This is an optimization exercise on Yosys and OpenROAD, whose aim is small area, a short achievable clock period and few clock cycles per item, not a production implementation.
The RTL was checked by simulation tests, not by an equivalence proof against the original design.
Power is estimated from default activity; no workload was simulated.

== job 101 ==
==> flow/design.v <==
module varint_unit (
  input             clk,
  input             rst,
  input             cmd_valid,
  output            cmd_ready,
  input      [7:0]  cmd_op,
  input      [63:0] cmd_arg,
  output            snk_valid,
  output     [7:0]  snk_data,
  input             snk_ready,
  input      [1:0]  snk_resp,
  output            src_req,
  input             src_ready,
  input      [7:0]  src_data,
  input      [1:0]  src_resp,
  output            rsp_valid,
  output     [3:0]  rsp_status,
  output     [63:0] rsp_res,
  output     [79:0] rsp_buf
);
  reg        st_enc;    
  reg        st_dec;    
  reg [9:1]  p;         
  reg [62:0] val;       
  wire idle = ~st_enc & ~st_dec;
  wire is_e = (cmd_op == 8'h00);
  wire is_b = (cmd_op == 8'h01);
  wire is_c = (cmd_op == 8'h02);
  wire is_d = (cmd_op == 8'h10);
  genvar g;
  wire [9:0] nz;    
  generate
    for (g = 0; g < 9; g = g + 1) begin : g_nz
      assign nz[g] = |cmd_arg[7*g +: 7];
    end
  endgenerate
  assign nz[9] = cmd_arg[63];
  wire [8:0] cont;
  assign cont[8] = nz[9];
  generate
    for (g = 7; g >= 0; g = g - 1) begin : g_cont
      assign cont[g] = cont[g+1] | nz[g+1];
    end
  endgenerate
  wire [3:0] alen = nz[9] ? 4'd10 : nz[8] ? 4'd9 : nz[7] ? 4'd8 : nz[6] ? 4'd7 :
                    nz[5] ? 4'd6  : nz[4] ? 4'd5 : nz[3] ? 4'd4 : nz[2] ? 4'd3 :
                    nz[1] ? 4'd2  : 4'd1;
  generate
    for (g = 0; g < 9; g = g + 1) begin : g_buf
      assign rsp_buf[8*g +: 7] = cmd_arg[7*g +: 7];
      assign rsp_buf[8*g + 7]  = cont[g];
    end
  endgenerate
  assign rsp_buf[79:72] = {7'd0, cmd_arg[63]};
  wire e_act = st_enc | (idle & cmd_valid & is_e);
  wire d_act = st_dec | (idle & cmd_valid & is_d);
  wire o_act = idle & cmd_valid & ~is_e & ~is_d;    
  assign cmd_ready = idle & (is_e ? snk_ready : is_d ? src_ready : 1'b1);
  wire [9:1] cv;
  assign cv[9] = 1'b0;
  generate
    for (g = 8; g >= 1; g = g - 1) begin : g_cv
      assign cv[g] = cv[g+1] | (|val[7*g +: 7]);
    end
  endgenerate
  reg [6:0] val_grp;
  integer i;
  always @(*) begin
    val_grp = 7'd0;
    for (i = 1; i <= 9; i = i + 1)
      val_grp = val_grp | ({7{p[i]}} & val[7*(i-1) +: 7]);
  end
  wire e_more = st_enc ? |(p & cv) : cont[0];
  assign snk_valid = e_act;
  assign snk_data  = st_enc ? {e_more, val_grp} : {cont[0], cmd_arg[6:0]};
  wire e_step = e_act & snk_ready;
  wire e_err  = snk_resp != 2'd0;
  wire e_done = e_step & (e_err | ~e_more);
  assign src_req = d_act;
  wire d_step = d_act & src_ready;
  wire d_err  = src_resp != 2'd0;
  wire d_last = st_dec & p[9];      
  wire d_done = d_step & (d_err | ~src_data[7] | d_last);
  wire illegal = o_act & ~is_b & ~is_c;
  wire err  = d_act ? d_err : e_err;
  wire err1 = d_act ? src_resp[1] : snk_resp[1];
  wire err_now = (d_act | e_act) & err;
  assign rsp_valid  = o_act | e_done | d_done;
  assign rsp_status = {1'b0,
                       illegal | (err_now & err1),
                       illegal | (err_now & err1) | (d_last & ~err & src_data[7]),
                       illegal | (err_now & ~err1)};
  wire [63:0] dec;
  assign dec[6:0] = st_dec ? val[6:0] : ({7{idle & cmd_valid & is_d}} & src_data[6:0]);
  generate
    for (g = 1; g < 9; g = g + 1) begin : g_dec
      wire lt = st_dec & (|p[9:g+1]);
      wire eq = st_dec & p[g];
      assign dec[7*g +: 7] = ({7{lt}} & val[7*g +: 7]) | ({7{eq}} & src_data[6:0]);
    end
  endgenerate
  assign dec[63] = d_last & src_data[0];
  wire [3:0] ecnt = {p[7] | p[8] | p[9],
                     p[3] | p[4] | p[5] | p[6],
                     p[1] | p[2] | p[5] | p[6] | p[9],
                     p[2] | p[4] | p[6] | p[8]};
  wire [3:0] cnt = st_enc ? ecnt : alen;
  assign rsp_res[63:4] = dec[63:4];
  assign rsp_res[3:0]  = d_act ? dec[3:0] : cnt;
  always @(posedge clk) begin
    if (rst) begin
      st_enc <= 1'b0;
      st_dec <= 1'b0;
    end else if (e_done | d_done) begin
      st_enc <= 1'b0;
      st_dec <= 1'b0;
    end else if (e_step) begin
      st_enc <= 1'b1;
    end else if (d_step) begin
      st_dec <= 1'b1;
    end
  end
  always @(posedge clk) begin
    if (idle) p <= 9'd1;
    else if (e_step | d_step) p <= {p[8:1], 1'b0};
  end
  always @(posedge clk) begin
    if (idle) begin
      val[62:7] <= {6'd0, cmd_arg[63:14]};
      val[6:0]  <= is_d ? src_data[6:0] : cmd_arg[13:7];
    end else if (st_dec & src_ready) begin
      for (i = 1; i < 9; i = i + 1)
        if (p[i]) val[7*i +: 7] <= src_data[6:0];
    end
  end
endmodule
export LEC_CHECK = 0
export CAP_MARGIN = 20
export CORE_MARGIN = 2
export CORE_UTILIZATION = 40
export SLEW_MARGIN = 20
create_clock -name core_clock -period 5.0 [get_ports {clk}]
standard.sh (not shown) runs the stock make flow with config.mk's settings and CLKGATE_MAP_FILE= SYNTH_SCRIPT=/design/flow/synth_recipe.tcl, a recipe that flattens the netlist after the stock synthesis.
==> flow/flow/run.sh <==
#!/bin/bash
# Standard synthesis and layout, with two changes:
#  - the combinational logic of the standard synthesis netlist is re-mapped
#    by ABC with a delay-driven script (flip-flops untouched), see remap.sh;
#  - the port buffers are the small, fast buf_1 (instead of the default pick,
#    a clkdlybuf4s50_1 delay cell).
set -euo pipefail
BUF="BUFFER_PORTS_ARGS=-buffer_cell sky130_fd_sc_hd__buf_1"
R=orfs/results/$FLOW_PLATFORM/varint_unit/base
bash standard.sh "$BUF" synth > 1_standard_synth.log 2>&1
cp $R/1_2_yosys.v 1_2_yosys.standard.v
export DONT_USE_CELLS="$(awk '/^export DONT_USE_CELLS/{f=1} f{print} f&&!/\\$/{exit}' $FLOW_HOME/platforms/$FLOW_PLATFORM/config.mk | grep -oE 'sky130_fd_sc_hd__[A-Za-z0-9_]+' | tr '\n' ' ')"
bash flow/remap.sh $PWD/1_2_yosys.standard.v $PWD/1_2_yosys.remap.v $PWD/flow/abc_delay.script > 2_remap.log 2>&1
cp 1_2_yosys.remap.v $R/1_2_yosys.v
rm -f $R/1_synth.odb $R/1_synth.sdc
bash standard.sh "$BUF" finish > 3_standard_finish.log 2>&1
==> flow/flow/abc_delay.script <==
strash
dch -f
map -D 900
topo
buffer -p
upsize -D 900
dnsize -D 900
==> flow/flow/remap.sh <==
#!/bin/bash
# Re-map the combinational logic of the standard synthesis netlist with a
# delay-driven ABC script. Flip-flops (and their instance names and cell
# types) are left exactly as the standard synthesis made them.
# usage: remap.sh IN.v OUT.v ABC_SCRIPT
set -euo pipefail
in=$1; out=$2; scr=$3
LIB=$FLOW_HOME/platforms/sky130hd/lib/sky130_fd_sc_hd__tt_025C_1v80.lib
seq=$(grep -oE 'sky130_fd_sc_hd__[a-z0-9_]+' "$in" | sort -u | grep -E '__(e?s?df|dl|sdf|edf|conb)' | tr '\n' ' ')
dontuse=""
for c in $DONT_USE_CELLS; do dontuse="$dontuse -dont_use $c"; done
printf 'set_driving_cell sky130_fd_sc_hd__buf_1\nset_load 5\n' > remap_abc.constr
cat > remap.ys <<EOT
read_liberty -ignore_miss_func $LIB
blackbox $seq
read_verilog $in
hierarchy -top $FLOW_TOP
flatten
opt_clean
techmap
opt -fast
abc -script $scr -liberty $LIB $dontuse -constr remap_abc.constr
opt_clean -purge
hilomap -singleton -hicell sky130_fd_sc_hd__conb_1 HI -locell sky130_fd_sc_hd__conb_1 LO
splitnets
rename -hide w:*.*
opt_clean -purge
stat -liberty $LIB
write_verilog -noattr -noexpr -nohex -nodec $out
EOT
yosys -s remap.ys
Testbench counts of job 101, summed over its fixed seeds: cycles 18,766, items 4,800.
Here is what was changed in the inputs of job 102 compared with job 101.
==> flow/flow/abc_delay.script <==
strash
dch -f
map -D 1000
topo
buffer -p
upsize -D 1000
dnsize -D 1000
[summary]
Of job 101 and job 102, job 102 shows the higher fraction of final layout cells with drive strength greater than 1, with job 101 below it.
Compare job 101 and job 102 | total routed wirelength higher: job 101
Launching element of the worst setup path: cmd_arg[61] -> job 102, st_dec -> job 101
Compared with job 101, job 102 shows a layout overhead on the synthesized area that is 1.1 points higher.
Job 102 vs job 101: least setup slack across all paths after layout up in job 102
#### Input delta (job 103 over job 102)
# job 102
export LEC_CHECK = 0
export CAP_MARGIN = 20
export CORE_MARGIN = 2
export CORE_UTILIZATION = 40
export SLEW_MARGIN = 20
create_clock -name core_clock -period 5.0 [get_ports {clk}]
# job 103
export LEC_CHECK = 0
export CAP_MARGIN = 20
export CORE_MARGIN = 2
export CORE_UTILIZATION = 40
export SETUP_SLACK_MARGIN = 2.0
export SLEW_MARGIN = 20
create_clock -name core_clock -period 5.0 [get_ports {clk}]
==> flow/flow/run.sh <==
#!/bin/bash
# Standard layout, but the port buffers are the small, fast buf_1 (instead of
# the default pick, a clkdlybuf4s50_1 delay cell), and timing repair only
# sizes and swaps gates (no new buffers).
set -euo pipefail
bash standard.sh "BUFFER_PORTS_ARGS=-buffer_cell sky130_fd_sc_hd__buf_1" \
  "SETUP_MOVE_SEQUENCE=unbuffer,sizeup,swap" finish > standard_flow.log 2>&1
removed: flow/flow/abc_delay.script
removed: flow/flow/remap.sh
Sequential share of layout area (lower): job 103
Job 103 vs. job 102: global-route usage saw a decrease, slack of the critical path down 0.12 ns, relative contribution of the clock network to total power went down by 2.1 points, average footprint of a synthesized cell shows an increase of 1.6 µm², total power density per cell area fell by about 8%.
Summary of job 103 over job 102: clock slew seen by the registers of the worst setup and hold paths now sits at about the same level, number of multi-input logic gates now sits lower.
--- input diff job 103..job 104 ---
# job 103
export LEC_CHECK = 0
export CAP_MARGIN = 20
export CORE_MARGIN = 2
export CORE_UTILIZATION = 40
export SETUP_SLACK_MARGIN = 2.0
export SLEW_MARGIN = 20
create_clock -name core_clock -period 5.0 [get_ports {clk}]
# job 104
export LEC_CHECK = 0
export CAP_MARGIN = 20
export CORE_MARGIN = 2
export CORE_UTILIZATION = 40
export SLEW_MARGIN = 20
create_clock -name core_clock -period 5.0 [get_ports {clk}]
==> flow/flow/run.sh <==
#!/bin/bash
# Standard layout, but the port buffers are the small, fast buf_1 (instead of
# the default pick, a clkdlybuf4s50_1 delay cell).
set -euo pipefail
bash standard.sh "BUFFER_PORTS_ARGS=-buffer_cell sky130_fd_sc_hd__buf_1" finish > standard_flow.log 2>&1
### Flow results
- Cell with the largest stage delay on the worst path = sky130_fd_sc_hd__or4_4: job 103; cell with the largest stage delay on the worst path = sky130_fd_sc_hd__nor4_2: job 104
- Diff job 103 -> job 104 | design area | down by a few percent
- Looking at shortest clock period the worst path allows after layout across job 103 and job 104, the one that comes out higher is job 104.
- Job 104 vs job 103: longest individual stage delay on the worst path up in job 104
- Final count of negative-setup-slack endpoints: job 104 vs job 103 identical
- Changes observed in job 104 relative to job 103: cell count higher; global-route usage -0.62 points; area growth from synthesis to final layout saw a decrease.
- Summary: with job 103 as the reference, total power draw in job 104 moved up slightly.
- The transition time of the tightest slew-check pin reported for job 104 is greater than that of job 103 by 0.050 ns.
- Comparing the two runs side by side, job 104 comes out behind job 103 on internal power.

port drivers added, routing unchanged:
The results above use ideal ports. As a check the final layouts listed here were re-extracted and re-timed, cells and wires unchanged. Step 1 (the two cells are an assumption about what drives the block):
set clk [get_ports {clk}]
set_driving_cell -lib_cell sky130_fd_sc_hd__clkbuf_16 $clk
set_driving_cell -lib_cell sky130_fd_sc_hd__buf_2 [delete_from_list [all_inputs] $clk]
Step 2 adds t to the input delays and takes it off the output delays; t is the mean of the earliest and latest rising clock arrival at the registers after step 1. Input paths then give back, and output paths get back, about the clock's delay inside the block. Slacks: ideal ports / drivers / drivers and shift; pairs: ideal ports / drivers.
| run | t, ns | setup slack, ns | worst hold slack (ns) |
|---|---|---|---|
| job 101 | 0.383 | 1.015 / 0.973 / 1.301 | 0.518 / 0.518 / 0.518 |
| job 102 | 0.385 | 1.093 / 1.071 / 1.071 | 0.498 / 0.498 / 0.498 |
| job 103 | 0.377 | 0.974 / 0.944 / 0.944 | 0.499 / 0.499 / 0.499 |
| job 104 | 0.384 | 0.671 / 0.652 / 0.652 | 0.498 / 0.498 / 0.498 |
After both steps setup and hold are still met in every run listed. The setup slack of job 103, which loses most, moves by -0.030 ns with the drivers and by -0.030 ns with both steps.
